This is an optimization exercise on Yosys and OpenROAD, whose aim is small area, a short achievable clock period and few clock cycles, not a production implementation.
The RTL was checked by simulation tests, not by an equivalence proof against the original design.
Power is estimated from default activity; no workload was simulated.

==> flow/design.v <==
module cfe_rx (
    input  wire       clk,
    input  wire       rst,
    input  wire       in_valid,
    input  wire [7:0] in_data,
    output wire       in_ready,
    output wire       out_valid,
    output wire [7:0] out_data,
    output wire       out_last,
    input  wire       clr_ovf,
    output reg        ovf,
    output wire       idle
);
    localparam [7:0] START = 8'h05;
    localparam [7:0] END   = 8'h04;
    localparam [1:0] S_EMPTY = 2'd0;   
    localparam [1:0] S_OPEN  = 2'd1;   
    localparam [1:0] S_END   = 2'd2;   
    localparam [1:0] E_SCAN  = 2'd0;   
    localparam [1:0] E_BODY  = 2'd1;   
    localparam [1:0] E_BCC   = 2'd2;   
    localparam integer FD = 15;        
    reg [7:0] r [0:127];
    reg [6:0] T;                       
    reg       oq;                      
    reg [6:0] dlt;                     
    reg [7:0] ib;                      
    reg       ib_proc;                 
    reg       ib_wr;                   
    reg [7:0] ib2;                     
    reg       ib2_wr;
    reg [7:0] nxt;                     
    reg [7:0] P;                       
    reg [1:0] st;
    reg [7:0] A;                       
    reg [7:0] acc0;                    
    reg       v1, v2;                  
    reg [7:0] a1, a2;
    reg       unt;                     
    reg [FD-1:0] fq;                   
    reg [4:0]    fcnt;                 
    reg          pop_d;                
    wire         fhead = pop_d ? fq[1] : fq[0];
    reg [7:0] O;                       
    reg [1:0] es;
    reg       ov, ol;
    reg       ir;                      
    reg       idl;
    assign in_ready  = ir;
    assign idle      = idl;
    assign out_valid = ov;
    assign out_last  = ol;
    assign out_data  = r[127];
    wire take = in_valid && ir;
    integer k;
    always @(posedge clk) begin
        r[0] <= ib2_wr ? ib2 : r[127];
        for (k = 1; k < 128; k = k + 1)
            r[k] <= r[k-1];
    end
    wire [7:0] x      = ib;
    wire       x_st   = x == START;
    wire       x_en   = x == END;
    wire [7:0] acc0x  = acc0 ^ x;
    wire [7:0] a1x    = a1 ^ x;
    wire [7:0] a2x    = a2 ^ x;
    reg [1:0] n_st;
    reg [7:0] n_A, n_acc0, n_a1, n_a2;
    reg       n_v1, n_v2, n_unt;
    reg       rep;                     
    reg [1:0] npush;                   
    reg       pwin;                    
    reg       set_ovf;
    reg       l_v1, l_v2, l_unt;
    reg [7:0] l_a1, l_a2;
    wire ovfc = P[6:0] + 7'd1 == A[6:0];   
    wire might_rep = ib_proc && ((st == S_END && unt) ||
                                 (st == S_OPEN && ovfc && (v1 || x_st)));
    always @* begin
        n_st = st; n_A = A; n_acc0 = acc0;
        n_v1 = v1; n_v2 = v2; n_a1 = a1; n_a2 = a2; n_unt = unt;
        rep = 1'b0; npush = 2'd0; pwin = 1'b0; set_ovf = 1'b0;
        l_v1 = v1; l_v2 = v2; l_unt = unt; l_a1 = a1x; l_a2 = a2x;
        if (x_st) begin
            if (!v1) begin
                l_v1 = 1'b1; l_a1 = x;
            end else if (!v2) begin
                l_v2 = 1'b1; l_a2 = x;
            end else begin
                l_unt = 1'b1;
            end
        end
        if (ib_proc) begin
            case (st)
                S_EMPTY: begin
                    if (x_st) begin
                        n_st = S_OPEN; n_A = P; n_acc0 = x;
                    end
                end
                S_OPEN: begin
                    n_acc0 = acc0x;
                    n_v1 = l_v1; n_a1 = l_a1;
                    n_v2 = l_v2; n_a2 = l_a2;
                    n_unt = l_unt;
                    if (x_en) n_st = S_END;
                    if (ovfc) begin
                        set_ovf = 1'b1;
                        npush = 2'd1; pwin = 1'b0;
                        if (l_v1) rep = 1'b1;
                        else      n_st = S_EMPTY;
                    end
                end
                default: begin  
                    n_st = S_EMPTY; n_v1 = 1'b0; n_v2 = 1'b0; n_unt = 1'b0;
                    if (x == acc0) begin
                        npush = 2'd1; pwin = 1'b1;
                    end else if (v1 && x == a1) begin
                        npush = 2'd2; pwin = 1'b1;
                    end else if (v2 && x == a2) begin
                        npush = 2'd3; pwin = 1'b1;
                    end else if (unt) begin
                        npush = 2'd1; pwin = 1'b0; rep = 1'b1;
                    end else begin
                        npush = 2'd1 + {1'b0, v1} + {1'b0, v2};
                        pwin = 1'b0;
                        if (x_st) begin
                            n_st = S_OPEN; n_A = P; n_acc0 = x;
                        end
                    end
                end
            endcase
            if (rep) begin
                n_st = S_EMPTY; n_v1 = 1'b0; n_v2 = 1'b0; n_unt = 1'b0;
            end
        end
    end
    wire [7:0] P1    = P + 8'd1;
    wire [7:0] A1    = A + 8'd1;
    wire       rp    = ib_proc && rep;
    wire [7:0] n_P   = ({8{rp}} & A1) | ({8{ib_proc && !rep}} & P1) |
                       ({8{!ib_proc}} & P);
    wire [7:0] F     = (st != S_EMPTY) ? A : P;     
    wire [7:0] y     = r[126];                        
    wire       em_go = oq && (O != F);
    reg        pop;
    reg        n_ov, n_ol;
    reg [1:0]  n_es;
    always @* begin
        pop = 1'b0; n_ov = 1'b0; n_ol = 1'b0; n_es = es;
        if (em_go) begin
            case (es)
                E_SCAN: begin
                    if (y == START) begin
                        pop = 1'b1;
                        if (fhead) begin
                            n_ov = 1'b1; n_es = E_BODY;
                        end
                    end
                end
                E_BODY: begin
                    n_ov = 1'b1;
                    if (y == END) n_es = E_BCC;
                end
                default: begin
                    n_ov = 1'b1; n_ol = 1'b1; n_es = E_SCAN;
                end
            endcase
        end
    end
    wire [4:0]    fs   = fcnt - {4'd0, pop_d};
    wire [FD-1:0] fq_p = pop_d ? {1'b0, fq[FD-1:1]} : fq;
    wire          wr1  = ib_proc && pwin;
    wire          n1   = npush == 2'd1;
    wire          n2   = npush == 2'd2;
    wire          n3   = npush == 2'd3;
    wire          n0   = npush == 2'd0;
    reg  [FD-1:0] fdec;
    reg  [FD-1:0] fq_n;
    integer j;
    always @* begin
        for (j = 0; j < FD; j = j + 1)
            fdec[j] = fs == j;
        for (j = 0; j < FD; j = j + 1)
            fq_n[j] = fq_p[j] | (wr1 &&
                      ((n1 && fdec[j]) || (n2 && j >= 1 && fdec[j-1]) ||
                       (n3 && j >= 2 && fdec[j-2])));
    end
    wire [4:0] fs1  = fs + 5'd1;
    wire [4:0] fs2  = fs + 5'd2;
    wire [4:0] fs3  = fs + 5'd3;
    wire [4:0] fc_n = ({5{n0}} & fs) | ({5{n1}} & fs1) |
                      ({5{n2}} & fs2) | ({5{n3}} & fs3);
    wire fle3 = fcnt <= FD - 3;
    wire fle4 = fcnt <= FD - 4;
    wire fle5 = fcnt <= FD - 5;
    wire fle6 = fcnt <= FD - 6;
    wire       mp_end = ib_proc && st == S_END;
    wire       mp_ovf = ib_proc && st == S_OPEN && ovfc;
    wire       f_ok   = mp_end ? (v2 ? fle6 : v1 ? fle5 : fle4) :
                        mp_ovf ? fle4 : fle3;
    wire       rep_go = ib_proc && rep;
    wire [7:0] R      = P + {7'd0, ib_proc};
    wire       r_eq   = R == nxt;
    wire       ld_nom = !r_eq && (T + 7'd2 == R[6:0]) && f_ok;
    wire [7:0] nxt1   = nxt + 8'd1;
    wire       al2    = dlt == 7'd2;
    wire       al3    = dlt == 7'd3;
    wire       ir_ok  = !might_rep && f_ok;
    wire       ir_t   = al2 && r_eq && ir_ok;
    wire       ir_nt  = al3 && (r_eq || (ld_nom && R + 8'd1 == nxt)) && ir_ok;
    wire       pr_t   = !rep_go && r_eq;
    wire       pr_nt  = ld_nom && !rep_go;
    always @(posedge clk) begin
        ib2 <= ib;
        ib  <= ir ? in_data : r[125];    
        A <= n_A; acc0 <= n_acc0;
        a1 <= n_a1; a2 <= n_a2;
    end
    always @(posedge clk) begin
        if (rst) begin
            T <= 7'd0; oq <= 1'b0; dlt <= 7'd2;
            nxt <= 8'd2; P <= 8'd2; O <= 8'd2;
            st <= S_EMPTY; v1 <= 1'b0; v2 <= 1'b0; unt <= 1'b0;
            fq <= {FD{1'b0}}; fcnt <= 5'd0; pop_d <= 1'b0;
            es <= E_SCAN; ov <= 1'b0; ol <= 1'b0;
            ir <= 1'b1; idl <= 1'b1;
            ib_proc <= 1'b0; ib_wr <= 1'b0; ib2_wr <= 1'b0;
            ovf <= 1'b0;
        end else begin
            T <= T + 7'd1;
            oq <= em_go || (T + 7'd2 == O[6:0]);
            dlt <= take ? dlt : dlt - 7'd1;
            st <= n_st;
            v1 <= n_v1; v2 <= n_v2; unt <= n_unt;
            P <= n_P;
            fq <= fq_n; fcnt <= fc_n; pop_d <= pop;
            es <= n_es; ov <= n_ov; ol <= n_ol;
            O <= em_go ? O + 8'd1 : O;
            if (clr_ovf) ovf <= 1'b0;
            if (ib_proc && set_ovf) ovf <= 1'b1;
            ib2_wr  <= ib_wr;
            ib_wr   <= take;
            ib_proc <= ir ? in_valid && pr_t : pr_nt;
            nxt     <= take ? nxt1 : nxt;
            ir  <= take ? ir_t : ir_nt;
            idl <= !take && !ib_proc && r_eq && (O == F);
        end
    end
endmodule
==> flow/flow/run.sh <==
#!/bin/bash
# The standard layout (standard.sh), with port buffers of buf_4 cells and
# timing repair aiming for 6 ns of setup slack instead of 5. All output
# goes to standard.log here; ORFS's own per-step logs are under orfs/logs.
set -e
bash standard.sh SETUP_SLACK_MARGIN=6 \
    "BUFFER_PORTS_ARGS=-buffer_cell sky130_fd_sc_hd__buf_4" finish \
    > standard.log 2>&1
==> flow/standard.sh <==
#!/bin/bash
# synth_recipe.tcl (not shown) runs the flow's synth.tcl, then flattens the netlist and writes it again
# the make line also repeats each setting of config.mk as NAME=value (left out here)
make -C /OpenROAD-flow-scripts/flow DESIGN_CONFIG=/design/flow/config.mk WORK_HOME=/design/flow/orfs CLKGATE_MAP_FILE= SYNTH_SCRIPT=/design/flow/synth_recipe.tcl "${@:-finish}"
==> flow/config.mk <==
export PLATFORM = sky130hd
export DESIGN_NAME = cfe_rx
export DESIGN_NICKNAME = cfe_rx
export VERILOG_FILES = /design/flow/design.v
export SDC_FILE = /design/flow/constraint.sdc
export NUM_CORES = 4
export LEC_CHECK = 0
export CAP_MARGIN = 20
export CORE_MARGIN = 2
export CORE_UTILIZATION = 45
export CTS_CLUSTER_DIAMETER = 70
export CTS_CLUSTER_SIZE = 30
export SETUP_SLACK_MARGIN = 5
export SLEW_MARGIN = 20
==> flow/constraint.sdc <==
create_clock -name core_clock -period 9.0 [get_ports {clk}]
set_input_delay 1.8000 -clock core_clock [delete_from_list [all_inputs] [get_ports {clk}]]
set_output_delay 1.8000 -clock core_clock [all_outputs]
set_load 0.01 [all_outputs]
==> results of run 1 <==
-- worst min-delay path by stage --
stage	cells past startpoint	endpoint	slack [ns]
4_1_cts	0	r[115][6]	0.28
3_5_place_dp	0	r[108][3]	0.31
3_3_place_gp	0	r[96][7]	0.31
2_1_floorplan	0	r[100][0]	0.31
6_report	0	r[118][6]	0.29
5_1_grt	0	r[115][6]	0.28
-- metal layers --
metal	part of all wire	routed length [um]	global-route usage
met1	0.53	20880	0.1901
met2	0.40	15730	0.1732
met3	0.039	1545	0.02519
met4	0.026	1018	0.04497
met5	0.00056	22	0
-- where the power goes --
part	total (mW)	switching [mW]	internal, mW
combinational	0.409	0.245	0.165
sequential	5.26	0.0774	5.18
clock	2.55	1.48	1.07
-- metrics by stage --
| stage | hold slack (ns) | setup slack, ns |
|---|---|---|
| after floorplan | 0.3096 | 6.070 |
| after global placement | 0.3110 | 5.089 |
| after detailed placement | 0.3121 | 5.044 |
| after CTS | 0.2839 | 5.872 |
| after global routing | 0.2805 | 5.954 |
| final | 0.2905 | 6.071 |
-- cells in the final DEF (no fill, tap or decap), types with 29 or more instances in the layout --
master     instances
dfxtp_1         1099
nor2_1            78
nand2_1           60
xnor2_1           56
clkbuf_16         50
xor2_1            40
nand3_1           38
buf_4             36
edfxtp_1          32
o21ai_0           30
a21oi_1           29
-- cell families (layout without fill, tap and decap cells) --
group,after synthesis,in the layout,synth area share
flip-flops,1147,1147,0.8341
multiplexers,33,33,0.01260
XOR/XNOR,100,100,0.03268
AO/OA/AOI/OAI,158,158,0.03945
buffers and inverters,69,129,0.01067
adder cells (fa/ha/maj),24,24,0.01067
AND/OR/NAND/NOR,318,318,0.05984
-- cell type report --
type	instances	area [um2]
inverter	20	82.58
fill	5198	30850
sequential	1147	23310
multi-input combinational	633	4474
timing repair buffer	39	304.0
tap	790	988.4
clock inverter	13	181.4
clock buffer	57	1297
-- repair_timing --
item | 4_1_cts | 5_1_grt
gates cloned | 0 | 0
gates resized for setup | 26 | 23
setup endpoints to repair | 47 | 48
pin swaps | 0 | 3
hold endpoints to repair | 0 | 0
setup buffers | 6 | 6
==> impl_metrics.py, run 1 <==
metrics = {
    "status": {
        "outcome": "complete, no violations",
    },
    "timing": {
        "clock_skew_ns": 0.05363,
        "min_period_over_period": 0.3254,
        "slew_viol_final": 0,
        "worst_slew_pin_slew_ns": 1.112,
        "slew_headroom": 0.2516,
        "period_minus_slack_ns": 2.929,
        "setup-tns-final_ns": 0,
        "fmax_ghz": 0.3414,
        "finalHoldViolations": 0,
        "rsz0062_at_grt": "true",
        "setup_viol": 0,
    },
    "synth": {
        "avgSynthCellArea_um2": 15.10,
        "synth_edf_count": 32,
        "netlist_instances": 1849,
        "ys_warn_count": 5,
        "syn-cell-area_um2": 27910,
        "synth_seq_area_share": 0.8341,
        "ys_ff_latch": 1147,
        "synth_top_cell_by_area": "dfxtp_1",
        "synth_top_area_frac": 0.7997,
        "async_flop_share": 0,
        "synth_ff_type": "dfxtp_1",
        "ys_types": 88,
        "yosys-top-cells-area": "dfxtp_1, edfxtp_1, xnor2_1, xor2_1, nor2_1",
        "yosysMostFrequentCell": "dfxtp_1",
        "syn_nets": 1884,
        "synthTopCellsByCount": "dfxtp_1, nor2_1, nand2_1",
    },
    "power_and_ir_drop": {
        "p_leak_nw": 11.73,
        "power_density_nw_per_um2": 268.3,
        "irDropWorstVdd_uv": 171.1,
        "power_mw": 8.220,
    },
    "floorplan": {
        "core_um2": 61480,
        "dieArea_um2": 64040,
        "start_util": 0.4540,
        "ios": 25,
        "die_w_um": 253.1,
        "die_y_um": 253.1,
        "row_count": 91,
    },
    "grt": {
        "grt_max_degree": 66,
        "antenna_found_initial": 2,
        "grt_pass1_vias": 12092,
        "grt.overflow.total": 0,
        "grt_pass1_wl_um": 64580,
        "grt_usage": 0.1244,
    },
    "critical_path": {
        "crit_slowest_cell": "dfxtp_1",
        "critPathCapture": "out_data[6]",
        "required_ns": 7.20,
        "cp.depth": 1,
        "cp-start-kind": "flip-flop",
        "arrival_ns": 1.13,
        "critPathMaxFanout": 2,
        "r2r_slack_ns": 6.10,
        "slowest_delay_ns": 0.37,
        "critPathBufInv": 1,
        "cp-startpoint": "r[127][6]",
        "r2r_start": "P[0]",
        "critical_path_class": "reg -> out",
        "r2r_cells": 9,
        "cp_top_family": "flip-flops",
        "end_kind": "primary output",
        "worstPathCellList": "buf_4",
        "r2r_end": "ir",
    },
    "routing": {
        "dr.pass1.iters": 5,
        "ant_nets": 0,
        "first_iter_violations": 658,
        "viasPerCell": 4.541,
        "wire_per_inst_um": 14.52,
        "drc": 0,
        "routed_wl_um": 39200,
        "vias": 12255,
    },
    "clock_network": {
        "numCtsBuffers": 50,
        "clock_path_buffers": 3,
        "hold_buffers": 0,
        "clk_pin_slew_ns": 0.10,
        "clock_latency_ns": 0.63,
        "tritoncts": "done",
        "root_buffer": "clkbuf_16",
        "clock-sinks": 1147,
        "h-tree-depth": 2,
    },
    "cells_and_area": {
        "largest_register": "r",
        "reg_top3": "r: 1024 flops, fq: 15 flops",
        "antenna_cells": 0,
        "largest_reg_flops": 1024,
        "nets": 1926,
        "stdcell_area_um2": 30640,
        "final_cells": 2699,
        "area_delta_synth_final_pct": 9.763,
        "drive_gt1_frac": 0.09167,
        "final_core_util": 0.4983,
    },
    "hold_path": {
        "min-delay-start": "r[117][6]",
        "hold_path_class": "reg -> reg",
    },
    "placement": {
        "dpl_cell_area_um2": 28880,
        "place_inst": 2617,
        "dp_hpwl_um": 23050,
        "portBuffers": 24,
        "gp_congestion": 0.8313,
    },
    "run": {
        "drv_cap": 0,
    },
}
Testbench counts, summed over its fixed seeds: cycles 49,783.
==> run 2, diff against run 1 <==
--- a/flow/config.mk
+++ b/flow/config.mk
@@ -9,3 +9,3 @@
 export CORE_MARGIN = 2
-export CORE_UTILIZATION = 45
+export CORE_UTILIZATION = 55
 export CTS_CLUSTER_DIAMETER = 70
==> impl_metrics.py, run 2 <==
metrics = {
    "routing": {
        "dr.pass1.iters": 5,
        "wire_per_inst_um": 14.94,
        "routed_wl_um": 38530,
        "vias": 12360,
        "drc": 0,
        "first_iter_violations": 688,
        "ant_nets": 0,
        "viasPerCell": 4.793,
    },
    "critical_path": {
        "critPathBufInv": 1,
        "cp-start-kind": "flip-flop",
        "crit_slowest_cell": "dfxtp_4",
        "cp_top_family": "flip-flops",
        "required_ns": 7.20,
        "end_kind": "primary output",
        "arrival_ns": 1.13,
        "critPathMaxFanout": 2,
        "worstPathCellList": "buf_4",
        "critical_path_class": "reg -> out",
        "slowest_delay_ns": 0.38,
    },
    "cells_and_area": {
        "largest_reg_flops": 1024,
        "antenna_cells": 0,
        "n_fill_cell": 3867,
        "stdcell_area_um2": 30470,
        "reg_top3": "r: 1024 flops, fq: 15 flops",
        "largest_register": "r",
        "drive_gt1_frac": 0.09072,
        "final_cells": 2579,
        "area_delta_synth_final_pct": 9.153,
        "nets": 1927,
        "layout_common_cells": "dfxtp_1, nor2_1, nand2_1, xnor2_1, clkbuf_16",
        "final_common_cell": "dfxtp_1",
    },
    "synth": {
        "synth_xor_area_frac": 0.03268,
        "syn-cell-area_um2": 27910,
        "synth_top_cell_by_area": "dfxtp_1",
        "yosys.area_share.adder": 0.01067,
        "yosys-top-cells-area": "dfxtp_1, edfxtp_1, xnor2_1, xor2_1, nor2_1",
        "synthMuxAreaShare": 0.01260,
        "ys_ff_latch": 1147,
        "ys_types": 88,
        "synthTopCellsByCount": "dfxtp_1, nor2_1, nand2_1",
        "synth_seq_area_share": 0.8341,
        "syn_nets": 1884,
        "synth_simple_gate_area_frac": 0.05984,
        "synth_ff_type": "dfxtp_1",
        "synth_compound_area_frac": 0.03945,
        "synth_top_family_by_area": "simple AND/OR/NAND/NOR gates",
        "avgSynthCellArea_um2": 15.10,
        "yosysMostFrequentCell": "dfxtp_1",
        "synth_edf_count": 32,
        "async_flop_share": 0,
        "synth_top_area_frac": 0.7997,
        "ys_warn_count": 5,
        "netlist_instances": 1849,
    },
    "timing": {
        "rsz0062_at_grt": "true",
        "slew_viol_final": 0,
        "setup-tns-final_ns": 0,
        "fmax_ghz": 0.3411,
        "clock_skew_ns": 0.03260,
        "worst_slew_pin_slew_ns": 0.8993,
        "period_minus_slack_ns": 2.931,
        "whs_ns": 0.3237,
        "setup_viol": 0,
        "finalHoldViolations": 0,
        "slew_headroom": 0.4004,
        "min_period_over_period": 0.3257,
    },
    "status": {
        "outcome": "complete, no violations",
    },
    "clock_network": {
        "clock_path_buffers": 3,
        "clock_latency_ns": 0.62,
        "numCtsBuffers": 49,
        "tritoncts": "done",
        "clock-sinks": 1147,
        "root_buffer": "clkbuf_16",
        "h-tree-depth": 2,
        "clk_pin_slew_ns": 0.10,
    },
    "power_and_ir_drop": {
        "p_leak_nw": 11.72,
        "p_int_mw": 6.398,
        "power_density_nw_per_um2": 268.6,
        "power_mw": 8.185,
        "irDropWorstVdd_uv": 215.4,
        "p_clk_frac": 0.306,
        "combPwrFrac": 0.051,
        "p_seq_frac": 0.643,
        "sw_frac_of_total": 0.2183,
        "power_switching_mw": 1.787,
    },
    "grt": {
        "grt_pass1_wl_um": 64370,
        "grt_usage": 0.1501,
        "grt_pass1_vias": 12216,
        "grt.overflow.total": 0,
        "grt_max_degree": 66,
        "antenna_found_initial": 1,
    },
    "floorplan": {
        "ios": 25,
        "die_w_um": 229.3,
        "start_util": 0.5564,
        "dieArea_um2": 52570,
        "die_y_um": 229.3,
        "core_um2": 50170,
        "row_count": 82,
    },
    "placement": {
        "dpl_cell_area_um2": 28760,
        "portBuffers": 24,
        "place_inst": 2501,
        "dp_hpwl_um": 22320,
        "gp_congestion": 0.8300,
    },
    "hold_path": {
        "hold_path_class": "reg -> reg",
    },
    "run": {
        "drv_cap": 0,
    },
}
[run 2: metrics by stage]
stage | utilization | setup WS [ns]
floorplan | - | 6.070
global placement | 0.5730 | 5.090
detailed placement | 0.5731 | 5.057
CTS | 0.6037 | 6.006
global route | 0.6073 | 5.946
finish | 0.6073 | 6.069
[run 2: repair_timing]
item	4_1_cts	5_1_grt
buffers inserted	5	7
hold endpoints to repair	0	0
hold buffers	0	0
endpoints found under the setup margin	35	30
resized for setup	22	29
pin swaps	0	4
[run 2: metal layers]
metal	part of all wire	vias up	global-route usage
li1	-	6182	-
met1	0.52	5920	0.2271
met2	0.41	197	0.2197
met3	0.040	61	0.02502
met4	0.024	0	0.05012
met5	0	-	0
[run 2: power groups by stage]
stage / combinational [mW] / clock (mW) / sequential [mW]
floorplan: 0.311 / 0 / 5.33
global placement: 0.381 / 0 / 5.38
detailed placement: 0.383 / 0 / 5.38
CTS: 0.404 / 2.60 / 5.26
global route: 0.459 / 2.79 / 5.28
finish: 0.416 / 2.51 / 5.26
[run 2: cell families (layout without fill, tap and decap cells)]
logic type | count (synthesis) | count (layout)
xor gates and xnor gates | 100 | 100
DFF | 1147 | 1147
AOI/OAI and AO/OA | 158 | 158
muxes | 33 | 33
buffers and inverters | 69 | 127
and+or+nand+nor | 318 | 318
adders and majority gates | 24 | 24
[run 2: path summary, 6_finish.rpt]
kind | startpoint | to | slack (ns) | depth (start not counted)
setup / recovery | r[127][1] | out_data[1] | 6.07 | 1
hold / removal | r[40][0] | r[41][0] | 0.32 | 0
setup reg to reg | P[0] | fq[8] | 6.10 | 9
hold reg to reg | r[40][0] | r[41][0] | 0.32 | 0
[run 2: cell type report]
class | count | area, um2 | area share
sequential | 1147 | 23310 | 0.7651
timing repair buffer | 41 | 324.1 | 0.01064
inverter | 20 | 82.58 | 0.002710
clock buffer | 54 | 1266 | 0.04156
multi-input combinational | 633 | 4482 | 0.1471
tap | 672 | 840.8 | 0.02760
clock inverter | 12 | 161.4 | 0.005298
==> run 3, diff against run 2 <==
==> flow/flow/run.sh (replaced) <==
#!/bin/bash
# The standard layout (standard.sh), with port buffers of buf_2 cells and
# timing repair aiming for 6 ns of setup slack instead of 5. All output
# goes to standard.log here; ORFS's own per-step logs are under orfs/logs.
set -e
bash standard.sh SETUP_SLACK_MARGIN=6 \
    "BUFFER_PORTS_ARGS=-buffer_cell sky130_fd_sc_hd__buf_2" finish \
    > standard.log 2>&1
--- a/flow/config.mk
+++ b/flow/config.mk
@@ -9,3 +9,3 @@
 export CORE_MARGIN = 2
-export CORE_UTILIZATION = 55
+export CORE_UTILIZATION = 50
 export CTS_CLUSTER_DIAMETER = 70
==> impl_metrics.py, run 3 <==
metrics = {
    "synth": {
        "avgSynthCellArea_um2": 15.10,
        "synth_top_area_frac": 0.7997,
        "synth_compound_area_frac": 0.03945,
        "ys_warn_count": 5,
        "synth_edf_count": 32,
        "yosys-top-cells-area": "dfxtp_1, edfxtp_1, xnor2_1, xor2_1, nor2_1",
        "synth_simple_gate_area_frac": 0.05984,
        "synthTopCellsByCount": "dfxtp_1, nor2_1, nand2_1",
        "yosysMostFrequentCell": "dfxtp_1",
        "synth_top_cell_by_area": "dfxtp_1",
        "synth_ff_type": "dfxtp_1",
        "syn_nets": 1884,
        "synth_xor_area_frac": 0.03268,
        "ys_ff_latch": 1147,
        "syn-cell-area_um2": 27910,
        "synthMuxAreaShare": 0.01260,
        "synth_top_family_by_area": "simple AND/OR/NAND/NOR gates",
        "yosys.area_share.adder": 0.01067,
        "ys_types": 88,
        "netlist_instances": 1849,
        "synth_seq_area_share": 0.8341,
        "async_flop_share": 0,
    },
    "grt": {
        "grt.overflow.total": 0,
        "antenna_found_initial": 0,
        "grt_pass1_wl_um": 63510,
        "grt_usage": 0.1357,
        "grt_max_degree": 66,
        "grt_pass1_vias": 12348,
    },
    "critical_path": {
        "critical_path_class": "reg -> out",
        "critPathBufInv": 1,
        "arrival_ns": 1.13,
        "slowest_delay_ns": 0.37,
        "r2r_slack_ns": 6.10,
        "end_kind": "primary output",
        "r2r_end": "fq[6]",
        "cp-start-kind": "flip-flop",
        "r2r_start": "ib[6]",
        "worstPathCellList": "buf_2",
        "r2r_cells": 7,
        "required_ns": 7.20,
        "crit_slowest_cell": "dfxtp_1",
        "critPathMaxFanout": 2,
        "cp_top_family": "flip-flops",
    },
    "floorplan": {
        "die_w_um": 240.3,
        "die_y_um": 240.3,
        "row_count": 86,
        "start_util": 0.5067,
        "ios": 25,
        "core_um2": 55090,
        "dieArea_um2": 57730,
    },
    "timing": {
        "clock_skew_ns": 0.03632,
        "whs_ns": 0.3180,
        "slew_headroom": 0.4115,
        "period_minus_slack_ns": 2.932,
        "finalHoldViolations": 0,
        "slew_viol_final": 0,
        "fmax_ghz": 0.3411,
        "min_period_over_period": 0.3257,
        "setup_viol": 0,
        "setup-tns-final_ns": 0,
        "rsz0062_at_grt": "true",
        "worst_slew_pin_slew_ns": 0.8760,
    },
    "hold_path": {
        "hold_path_class": "reg -> reg",
        "hold_path_end": "r[95][0]",
        "min-delay-start": "r[94][0]",
        "hold_depth": 0,
    },
    "cells_and_area": {
        "antenna_cells": 0,
        "drive_gt1_frac": 0.08609,
        "largest_reg_flops": 1024,
        "area_delta_synth_final_pct": 9.274,
        "layout_common_cells": "dfxtp_1, nor2_1, nand2_1, xnor2_1, clkbuf_16",
        "largest_register": "r",
        "reg_top3": "r: 1024 flops, fq: 15 flops",
        "nets": 1923,
        "final_common_cell": "dfxtp_1",
        "final_cells": 2653,
    },
    "placement": {
        "place_inst": 2577,
        "dp_hpwl_um": 21700,
        "portBuffers": 24,
        "gp_congestion": 0.8341,
    },
    "routing": {
        "vias": 12297,
        "drc": 0,
        "dr.pass1.iters": 5,
        "wire_per_inst_um": 14.23,
        "ant_nets": 0,
        "first_iter_violations": 598,
        "routed_wl_um": 37740,
        "viasPerCell": 4.635,
    },
    "clock_network": {
        "hold_buffers": 0,
        "numCtsBuffers": 49,
        "clock_latency_ns": 0.63,
        "root_buffer": "clkbuf_16",
        "clock_path_buffers": 3,
        "tritoncts": "done",
        "clk_pin_slew_ns": 0.10,
        "h-tree-depth": 2,
        "clock-sinks": 1147,
    },
    "status": {
        "outcome": "complete, no violations",
    },
    "power_and_ir_drop": {
        "power_density_nw_per_um2": 270.5,
        "irDropWorstVdd_uv": 187.4,
        "p_leak_nw": 11.70,
    },
    "run": {
        "drv_cap": 0,
    },
}
## run 3: power by group
part / total (mW) / switching (mW) / internal [mW]
combinational: 0.411 / 0.244 / 0.167
sequential: 5.26 / 0.0719 / 5.19
clock: 2.58 / 1.50 / 1.08
total: 8.25 / 1.82 / 6.43
## run 3: cell families (layout without fill, tap and decap cells)
group	after synthesis	count (layout)
xor+xnor	100	100
flops	1147	1147
buf+inv	69	125
simple gates	318	318
fa+ha+maj	24	24
mux	33	33
compound gates	158	158
## run 3: repair_timing
item | CTS | global route
buffers inserted | 5 | 3
hold endpoints to repair | 0 | 0
gates resized for setup | 23 | 17
pin swaps | 0 | 2
setup endpoints to repair | 44 | 51
## run 3: metrics by stage
step / setup slack (ns) / util / cell area (um2) / power (mW)
floorplan: 6.070 / - / 27910 / 5.644
global placement: 5.060 / 0.5225 / 28790 / 5.755
detailed placement: 5.001 / 0.5225 / 28790 / 5.757
CTS: 5.886 / 0.5523 / 30430 / 8.338
global route: 5.989 / 0.5536 / 30500 / 8.588
finish: 6.068 / 0.5536 / 30500 / 8.251
## run 3: worst max path at each step
stage	startpoint	slack (ns)	cells past startpoint	end
floorplan	ib[5]	6.07	7	A[0]
global placement	rst	5.06	6	fq[4]
detailed placement	rst	5.00	6	fq[10]
CTS	ib[7]	5.89	6	acc0[6]
global route	ib[0]	5.99	7	fq[6]
finish	r[127][2]	6.07	1	out_data[2]
## run 3: metal layers
layer	global-route usage	part of all wire	up-vias
met1	0.2014	0.52	5884
li1	-	-	6170
met5	0	0	-
met3	0.02204	0.037	70
met2	0.1996	0.41	173
met4	0.05138	0.027	0
## run 3: final cells by class
| cell class | instances | area, um2 |
|---|---|---|
| Fill cell | 4548 | 24590 |
| Multi-Input combinational cell | 633 | 4444 |
| Sequential cell | 1147 | 23300 |
| Timing Repair Buffer | 37 | 234.0 |
| Clock buffer | 54 | 1255 |
| Tap cell | 748 | 935.9 |
| Clock inverter | 14 | 250.2 |
| Inverter | 20 | 82.58 |

re-timing with driven ports:
In the flow no input, the clock included, has a driving cell. The finished layouts below were timed again as built, in two steps.
Step 1 assumes that a clkbuf_16 drives the clock port and a buf_2 every other input.
Step 2 times the ports against the registers' clock, not the clock port: input delays grow and output delays shrink by t, the midpoint of the rising clock arrivals with the driver on.
Three values: no drivers, after step 1, after step 2; two values: the first two.
run	shift t [ns]	slack for setup (ns)	worst data-port slew with drivers (ns)	cell pins on the clock port's net
run 1	0.661	6.071 / 6.013 / 5.618	0.10	1
run 2	0.663	6.069 / 6.012 / 5.642	0.04	1
run 3	0.670	6.068 / 6.011 / 5.555	0.04	1
After both steps setup and hold are still met in every run listed. The setup slack of run 3, which loses most, moves by -0.057 ns with the drivers and by -0.513 ns with both steps.
